Source: an optimization exercise on an open RTL-to-GDS flow (aim: small area, a short achievable clock period and few clock cycles). Production flows keep margins and buffers that such runs may drop.
In this exercise RTL edits were held to simulation tests only and were not proved equivalent to the original.
Power is estimated from default activity; no workload was simulated.

[flow/design.v]
module pong_physics (
    input  wire        clk,
    input  wire        rst,
    input  wire        cmd_valid,
    input  wire [39:0] cmd,
    output wire        cmd_ready,
    output reg         resp_valid,
    output reg  [15:0] resp,
    input  wire        tick_req
);
    function [10:0] fdiv3_9;
        input [8:0] w;
        reg [9:0] u;
        reg [1:0] r;
        reg [2:0] t;
        reg [8:0] q;
        integer i;
        begin
            u = {1'b1, ~w[8], w[7:0]};
            r = 2'd0;
            for (i = 9; i >= 0; i = i - 1) begin
                t = {r, u[i]};
                if (i < 9) q[i] = (t >= 3'd3);
                r = (t >= 3'd3) ? (t - 3'd3) : t[1:0];
            end
            fdiv3_9 = {r, q ^ 9'h100};
        end
    endfunction
    function [11:0] fdiv3_10;
        input [9:0] w;
        reg [10:0] u;
        reg [1:0] r;
        reg [2:0] t;
        reg [9:0] q;
        integer i;
        begin
            u = {1'b1, ~w[9], w[8:0]};
            r = 2'd0;
            for (i = 10; i >= 0; i = i - 1) begin
                t = {r, u[i]};
                if (i < 10) q[i] = (t >= 3'd3);
                r = (t >= 3'd3) ? (t - 3'd3) : t[1:0];
            end
            fdiv3_10 = {r, q ^ 10'h200};
        end
    endfunction
    function [13:0] fdiv3_12;
        input [11:0] w;
        reg [12:0] u;
        reg [1:0] r;
        reg [2:0] t;
        reg [11:0] q;
        integer i;
        begin
            u = {1'b1, ~w[11], w[10:0]};
            r = 2'd0;
            for (i = 12; i >= 0; i = i - 1) begin
                t = {r, u[i]};
                if (i < 12) q[i] = (t >= 3'd3);
                r = (t >= 3'd3) ? (t - 3'd3) : t[1:0];
            end
            fdiv3_12 = {r, q ^ 12'h800};
        end
    endfunction
    function [15:0] radd;
        input [15:0] a;
        input [15:0] b;
        input        ci;
        reg c;
        integer i;
        begin
            c = ci;
            for (i = 0; i < 16; i = i + 1) begin
                radd[i] = a[i] ^ b[i] ^ c;
                c = (a[i] & b[i]) | (a[i] & c) | (b[i] & c);
            end
        end
    endfunction
    reg [15:0] px, py, vx, vy, spin;
    reg [15:0] pos0, pos1, vel0, vel1;
    reg [7:0]  sc0, sc1;
    reg        tick_en;
    reg        pend;        
    reg        sv;          
    reg [15:0] s1r;
    reg [10:0] dvf;
    reg        dvc;
    assign cmd_ready = !rst && !pend && sv;
    wire [7:0]  op   = cmd[39:32];
    wire [7:0]  opa  = cmd[31:24];
    wire [7:0]  opb  = cmd[23:16];
    wire [15:0] imm  = cmd[15:0];
    wire        sel  = cmd[24];
    wire acc_cmd  = cmd_valid && cmd_ready;
    wire acc_tick = tick_req && cmd_ready && !cmd_valid && tick_en;
    wire c_step   = acc_cmd && (op == 8'h10);
    wire c_bounce = acc_cmd && (op == 8'h11);
    wire c_walls  = acc_cmd && (op == 8'h12);
    wire c_tick   = acc_cmd && (op == 8'h13);
    wire do_step  = acc_tick || c_step || c_tick;
    wire [15:0] sx   = do_step ? s1r : spin;
    wire [10:0] d1   = fdiv3_9(sx[15:7]);
    wire        c1   = sx[15] && !((sx[6:0] == 7'd0) && (d1[10:9] == 2'd0));
    wire [15:0] s1n  = radd(sx, ~{{7{d1[8]}}, d1[8:0]}, !c1);        
    wire [13:0] d2   = fdiv3_12(s1n[15:4]);
    wire        c2n  = s1n[15] && !((s1n[3:0] == 4'd0) && (d2[13:12] == 2'd0));
    wire        vxp  = !vx[15] && (vx[14:0] != 15'd0);
    wire [15:0] dve  = {{5{dvf[10]}}, dvf};
    wire [15:0] vy1  = vy + (vxp ? dve : ~dve) + {15'd0, vxp ? dvc : !dvc};
    wire [11:0] d3   = fdiv3_10(vy1[15:6]);
    wire        c3   = vy1[15] && !((vy1[5:0] == 6'd0) && (d3[11:10] == 2'd0));
    wire [15:0] st_vy = vy1 + ~{{6{d3[9]}}, d3[9:0]} + {15'd0, !c3};
    wire [15:0] st_py = py + {{6{st_vy[15]}}, st_vy[15:6]} + {15'd0, st_vy[15] && (st_vy[5:0] != 6'd0)};
    wire [15:0] st_px = radd(px, {{6{vx[15]}}, vx[15:6]}, vx[15] && (vx[5:0] != 6'd0));
    wire        st_ev = (st_px[15:7] == 9'd1) || (st_px[15:7] == 9'd126) || st_px[15] || st_px[14] ||
                        (st_py[15:13] != 3'd0);
    wire en_b0 = pend || (c_bounce && !sel);
    wire en_b1 = pend || (c_bounce &&  sel);
    wire en_w  = pend || c_walls;
    wire bx1   = (px[15:7] == 9'd1);
    wire bx126 = (px[15:7] == 9'd126);
    wire psel  = px[13];
    wire [15:0] b_pos = psel ? pos1 : pos0;
    wire [15:0] b_vel = psel ? vel1 : vel0;
    wire [13:0] off   = {{5{py[15]}}, py[15:7]} + ~{{2{b_pos[15]}}, b_pos[15:4]} + 14'd5
                        + {13'd0, py[15] && (py[6:0] != 7'd0)};
    wire        off_ok = (off[13:3] == 11'd0);
    wire        hit   = off_ok && ((bx1 && en_b0) || (bx126 && en_b1));
    wire [2:0]  o     = off[2:0];
    wire [1:0]  kidx  = o[2] ? ~o[1:0] : o[1:0];
    wire [3:0]  kmul  = ({2'd0, kidx} + 4'd1) * 4'd3;
    wire [15:0] vy3   = radd(vy, {vy[14:0], 1'b0}, 1'b0);
    wire [7:0]  khi   = o[2] ? {4'd0, kmul} : (8'd0 - {4'd0, kmul});
    wire [15:0] b_s   = {vy3[15:8] + khi, vy3[7:0]};
    wire [15:0] b_vy  = {{2{b_s[15]}}, b_s[15:2]} + {b_vel[11:0], 4'd0} + {b_vel[10:0], 5'd0}
                        + {15'd0, b_s[15] && (b_s[1:0] != 2'd0)};
    wire [15:0] vel24 = {b_vel[12:0], 3'd0} + {b_vel[11:0], 4'd0};
    wire [15:0] b_spin = radd(spin, psel ? ~vel24 : vel24, psel);
    wire [15:0] b_px   = psel ? {9'd125, px[6:0]} : {9'd2, px[6:0]};
    wire [15:0] b_vx   = radd(~vx, 16'd0, 1'b1);
    wire hl = en_w && px[15];
    wire hr = en_w && !px[15] && px[14];
    wire hx = hl || hr;
    wire vb = en_w && (py[15:13] != 3'd0);
    wire [15:0] w_py   = py[15] ? radd(~py, 16'd0, 1'b1) : {3'd0, ~py[12:0]};
    wire [15:0] v_vy0  = hit ? b_vy : hx ? 16'd0 : vy;
    wire [15:0] v_py   = vb ? w_py : py;
    wire [15:0] v_vy   = vb ? radd(~v_vy0, 16'd0, 1'b1) : v_vy0;
    wire [15:0] v_px   = hit ? b_px : hl ? 16'd16128 : hr ? 16'd256 : px;
    wire [15:0] v_vx   = hit ? b_vx : hl ? 16'hF400 : hr ? 16'd3072 : vx;
    wire [15:0] v_spin = hit ? b_spin : hx ? 16'd0 : spin;
    wire        nop0   = !sc0[7] && !sc1[7];
    wire [7:0]  sc0i   = {1'b1, sc0[6:0] + 7'd1};
    wire [7:0]  sc1i   = {1'b1, sc1[6:0] + 7'd1};
    wire [15:0] s_pos   = sel ? pos1 : pos0;
    wire [15:0] s_vel   = sel ? vel1 : vel0;
    wire [15:0] s_sum   = s_vel + {s_vel[14:0], 1'b0} + imm + ~s_pos + 16'd1;
    wire [15:0] s_newv  = {{2{s_sum[15]}}, s_sum[15:2]} + {15'd0, s_sum[15] && (s_sum[1:0] != 2'd0)};
    reg [15:0] rdb_val, rdp_val;
    always @(*) begin
        case (opa)
            8'd0:    rdb_val = px;
            8'd1:    rdb_val = py;
            8'd2:    rdb_val = vx;
            8'd3:    rdb_val = vy;
            8'd4:    rdb_val = spin;
            default: rdb_val = 16'h0000;
        endcase
        case (opb)
            8'd0:    rdp_val = s_pos;
            8'd1:    rdp_val = s_vel;
            8'd2:    rdp_val = sel ? 16'd126 : 16'd1;
            default: rdp_val = 16'h0000;
        endcase
    end
    wire bbw = pend || c_bounce || c_walls;
    wire spin_wr = (bbw && (hit || hx)) || (acc_cmd && ((op == 8'h19 && opa == 8'd4) || op == 8'h14));
    always @(posedge clk) begin
        s1r <= s1n;
        dvf <= d2[10:0];
        dvc <= c2n;
        if (rst) begin
            px         <= 16'd256;
            py         <= 16'd4096;
            vx         <= 16'd3072;
            vy         <= 16'd0;
            spin       <= 16'd0;
            pos0       <= 16'd512;
            pos1       <= 16'd512;
            vel0       <= 16'd0;
            vel1       <= 16'd0;
            sc0        <= 8'h00;
            sc1        <= 8'h00;
            tick_en    <= 1'b0;
            pend       <= 1'b0;
            sv         <= 1'b0;
            resp_valid <= 1'b0;
            resp       <= 16'h0000;
        end else begin
            resp_valid <= acc_cmd;
            sv   <= !spin_wr;
            pend <= 1'b0;
            if (do_step) begin
                spin <= s1r;
                vy   <= st_vy;
                px   <= st_px;
                py   <= st_py;
                pend <= st_ev && !c_step;
            end else if (bbw) begin
                px   <= v_px;
                py   <= v_py;
                vx   <= v_vx;
                vy   <= v_vy;
                spin <= v_spin;
                if (hr && nop0) sc0 <= sc0i;
                if (hl && nop0) sc1 <= sc1i;
            end
            if (acc_cmd) begin
                case (op)
                    8'h11:   resp <= {15'd0, hit};
                    8'h12:   resp <= {15'd0, vb};
                    8'h18:   resp <= rdb_val;
                    8'h21:   resp <= {{4{s_pos[15]}}, s_pos[15:4]};
                    8'h28:   resp <= rdp_val;
                    8'h31:   resp <= {14'd0, sc1[7], sc0[7]};
                    8'h38:   resp <= {8'd0, sel ? sc1 : sc0};
                    default: resp <= 16'h0000;
                endcase
                case (op)
                    8'h01: tick_en <= 1'b1;
                    8'h02: tick_en <= 1'b0;
                    8'h14: begin
                        px   <= sc1[7] ? 16'd16128 : 16'd256;
                        vx   <= sc1[7] ? 16'hF400 : 16'd3072;
                        py   <= 16'd4096;
                        vy   <= 16'd0;
                        spin <= 16'd0;
                        sc0[7] <= 1'b0;
                        sc1[7] <= 1'b0;
                        pos0 <= 16'd512;
                        pos1 <= 16'd512;
                        vel0 <= 16'd0;
                        vel1 <= 16'd0;
                    end
                    8'h19: begin
                        case (opa)
                            8'd0: px   <= imm;
                            8'd1: py   <= imm;
                            8'd2: vx   <= imm;
                            8'd3: vy   <= imm;
                            8'd4: spin <= imm;
                            default: ;
                        endcase
                    end
                    8'h20: begin
                        if (sel) begin
                            vel1 <= s_newv;
                            pos1 <= imm;
                        end else begin
                            vel0 <= s_newv;
                            pos0 <= imm;
                        end
                    end
                    8'h29: begin
                        if (opb == 8'd0) begin
                            if (sel) pos1 <= imm; else pos0 <= imm;
                        end else if (opb == 8'd1) begin
                            if (sel) vel1 <= imm; else vel0 <= imm;
                        end
                    end
                    8'h30: begin
                        if (nop0) begin
                            if (sel) sc1 <= sc1i;
                            else     sc0 <= sc0i;
                        end
                    end
                    default: ;
                endcase
            end
        end
    end
endmodule
[flow/run.sh]
#!/bin/bash
# synth_recipe.tcl (not shown) runs the flow's synth.tcl, then flattens the netlist and writes it again
# the make line also repeats each setting of config.mk as NAME=value (left out here)
make -C /OpenROAD-flow-scripts/flow DESIGN_CONFIG=/design/flow/config.mk WORK_HOME=/design/flow/orfs CLKGATE_MAP_FILE= SYNTH_SCRIPT=/design/flow/synth_recipe.tcl finish
[flow/config.mk]
export PLATFORM = sky130hd
export DESIGN_NAME = pong_physics
export DESIGN_NICKNAME = pong_physics
export VERILOG_FILES = /design/flow/design.v
export SDC_FILE = /design/flow/constraint.sdc
export NUM_CORES = 4
export LEC_CHECK = 0
export CAP_MARGIN = 20
export CORE_MARGIN = 2
export CORE_UTILIZATION = 40
export SLEW_MARGIN = 20
[flow/constraint.sdc]
create_clock -name core_clock -period 30.0 [get_ports {clk}]
set_input_delay 6.0000 -clock core_clock [delete_from_list [all_inputs] [get_ports {clk}]]
set_output_delay 6.0000 -clock core_clock [all_outputs]
set_load 0.01 [all_outputs]
==> flow_metrics.py <==
metrics = {
    "grt": {
        "grt_pass1_wl_um": 116000,
        "grt-ovfl-total": 0,
        "grt_usage": 0.266,
        "grt_pass1_vias": 19300,
        "grt_max_degree": 73,
        "antenna_found_initial": 0,
    },
    "critical_path": {
        "arrival_ns": 28.99,
        "cp-start-kind": "primary input",
        "r2r_slack_ns": 7.35,
        "cp-end-kind": "flip-flop",
        "cp_max_fo": 37,
        "cpMostUsedCell": "fa_1",
        "cpPeakStageDelay_ns": 0.61,
        "slowest_stage": "clkdlybuf4s50_1",
        "critPathKind": "in -> reg",
        "required_ns": 30.45,
    },
    "clock_network": {
        "cts_root_buf": "clkbuf_16",
        "hold_buffers": 0,
        "insertion_delay_ns": 0.58,
        "tritoncts": "done",
        "clk_pin_slew_ns": 0.06,
        "cts_made_buffers": 26,
        "cts_buffer_depth": 3,
        "cts_max_level": 1,
        "cts.sinks": 207,
    },
    "floorplanning": {
        "ioPinCount": 62,
        "die_h_um": 235,
        "rows": 84,
        "floorplan.initialDensity": 0.405,
        "die-area_um2": 55300,
        "core_area_um2": 52800,
        "die_w_um": 235,
    },
    "placed_design": {
        "gp_congestion": 0.933,
        "placed_cells": 3333,
        "placed_area_um2": 22700,
        "port_buffers": 61,
        "dp_worst_setup_slack_ns": 0.636,
        "dp_hpwl_um": 57300,
    },
    "logic_synthesis": {
        "netlist_area_um2": 21400,
        "syn_nets": 3019,
        "synth_ff_type": "dfxtp_1",
        "synth_edf_count": 0,
        "yosysWarnings": 1,
        "ys_ff_latch": 207,
        "ys_types": 98,
        "seq_area_frac_synth": 0.194,
        "avgSynthCellArea_um2": 7.98,
        "synthCells": 2680,
        "synthArstFlopShare": 0,
    },
    "cells_and_area": {
        "finalInstanceArea_um2": 23800,
        "nets": 3017,
        "post-route-util": 0.451,
        "antenna_cells": 0,
        "drive_above_1_share": 0.0734,
        "final_cells": 3386,
        "area_growth_syn_to_layout_pct": 11.2,
    },
    "worst_hold_path": {
        "hold_class": "reg -> reg",
    },
    "route": {
        "vias_per_cell": 6.05,
        "wl_um": 76000,
        "vias": 20500,
        "wl_per_cell_um": 22.4,
        "ant_nets": 0,
        "drt_iter0_drc": 2164,
        "drc": 0,
        "drt_first_pass_iters": 9,
    },
    "timing": {
        "hold_viol_final": 0,
        "slew_headroom": 0.204,
        "worst_slack_ns": 1.46,
        "worstMarginPinSlew_ns": 1.19,
        "setup_viol": 0,
        "fmax_mhz": 35.0,
        "slew_violations": 0,
        "clock_skew_ns": 0.0397,
        "fin_crit_ns": 28.54,
        "period_share": 0.951,
    },
    "pwr": {
        "power_density_nw_per_um2": 30.1,
        "ir_drop_uv": 37.8,
        "p_leak_nw": 9.93,
    },
    "outcome": {
        "status": "no timing/DRC/antenna violations",
    },
    "flow_run": {
        "max-cap-violations": 0,
    },
}
==> path summary, 6_finish.rpt <==
check / start / end / depth (start not counted)
setup / recovery: cmd[36] / dvc / 110
hold / removal: pos1[2] / pos1[2] / 2
setup reg to reg: tick_en / dvc / 108
hold reg to reg: pos1[2] / pos1[2] / 2
==> state kept, by name, indices dropped and copies added (netlist names) <==
| register | cells |
|---|---|
| sc1 | 8 |
| vx | 16 |
| pend | 1 |
| pos0 | 16 |
| resp | 16 |
| sv | 1 |
| resp_valid | 1 |
| tick_en | 1 |
| dvc | 1 |
| sc0 | 8 |
| vy | 16 |
| dvf | 10 |
| py | 16 |
| s1r | 16 |
| spin | 16 |
| vel1 | 16 |
| px | 16 |
| vel0 | 16 |
| pos1 | 16 |
==> routing by layer <==
metal  up-vias  track usage  wire length (um)
met5         -            0                 0
met4         0       0.0984              2920
met3       167       0.0510              7040
met2       937        0.423             33900
met1      9859        0.358             32100
li1       9534            -                 -
==> area by class of cell <==
| class | instances | area, um2 |
|---|---|---|
| clock buffer | 32 | 713 |
| inverter | 213 | 800 |
| multi-input combinational | 2116 | 16000 |
| tap | 688 | 861 |
| fill | 5200 | 29000 |
| timing repair buffer | 114 | 1000 |
| clock inverter | 16 | 264 |
| sequential | 207 | 4150 |
==> Yosys cell counts, types with 24 or more instances <==
cell,count,area [um2]
a211oi_1,54,405
a21o_1,43,323
a21oi_1,202,1010
a22oi_1,27,203
clkbuf_1,119,447
dfxtp_1,207,4140
fa_1,106,2120
ha_1,189,2360
inv_1,209,785
mux2_2,36,405
mux2i_1,102,1020
nand2_1,243,912
nand3_1,83,415
nor2_1,261,980
nor3_1,80,400
o211ai_1,26,195
o21ai_0,132,661
o21bai_1,24,180
xnor2_1,118,1030
xor2_1,35,307
==> kinds of logic after synthesis <==
| family | share of synthesized area |
|---|---|
| xor+xnor | 0.0637 |
| mux | 0.0726 |
| flops | 0.194 |
| fa+ha+maj | 0.210 |
| compound gates | 0.225 |
| buf+inv | 0.0633 |
| simple gates | 0.172 |
==> stage by stage <==
| step | setup TNS, ns | hold slack (ns) | total power (W) |
|---|---|---|---|
| 2_1_floorplan | 0 | 0.436 | 0.000332 |
| 3_3_place_gp | 0 | 0.442 | 0.000360 |
| 3_5_place_dp | 0 | 0.446 | 0.000361 |
| 4_1_cts | 0 | 0.454 | 0.000719 |
| 5_1_grt | -0.0742 | 0.477 | 0.000736 |
| 6_report | 0 | 0.455 | 0.000716 |
==> layout by cell type (no fill, tap or decap), types with 26 or more instances in the layout <==
master           instances
a21o_1                  43
xor2_1                  35
ha_1                   189
inv_1                  209
o21ai_0                132
mux2_2                  36
clkbuf_16               26
clkdlybuf4s50_1         59
nor2_1                 260
o211ai_1                26
nor3_1                  75
a211oi_1                54
a22oi_1                 27
nand3_1                 83
nand2_1                242
mux2i_1                101
a21oi_1                200
dfxtp_1                206
fa_1                   106
buf_4                   53
xnor2_1                117
==> timing repair <==
item / 4_1_cts / 5_1_grt
setup endpoints to repair: 0 / 2
setup buffers: 0 / 4
gates resized for setup: 0 / 6
==> where the power goes <==
part           switching (W)  total [W]  internal, W
logic              0.0000514  0.0000812    0.0000298
registers        0.000000528   0.000276     0.000276
clock network       0.000137   0.000359     0.000222
==> worst max-delay path: cells and delay by family <==
| family | cells | cell delay, ns |
|---|---|---|
| xor gates and xnor gates | 2 | 0.60 |
| muxes | 10 | 1.89 |
| and+or+nand+nor | 28 | 4.06 |
| buffers and inverters | 18 | 2.34 |
| AOI/OAI and AO/OA | 20 | 4.12 |
| adders and majority gates | 32 | 9.94 |
Testbench counts, summed over its fixed seeds: cycles 32,906.

-- re-timing with driven ports --
The results above use ideal ports. As a check the final layout listed here was re-extracted and re-timed, cells and wires unchanged. Step 1, drivers: a clkbuf_16 drives clk and a buf_2 each remaining input, both assumed. Step 2, shift: input delay + t, output delay - t, t = (earliest + latest rising clock arrival at the registers) / 2. This alone moves slack from input paths to output paths. Slacks: ideal ports / drivers / drivers and shift; pairs: ideal ports / drivers.
t (ns): 0.618
setup WS [ns]: 1.461 / 1.491 / 0.873
worst hold slack (ns): 0.455 / 0.455 / 0.455
slew at the worst register clock pin (ns): 0.07 / 0.07
After both steps this run still meets setup and hold. The setup slack of this run moves by +0.030 ns with the drivers and by -0.588 ns with both steps.
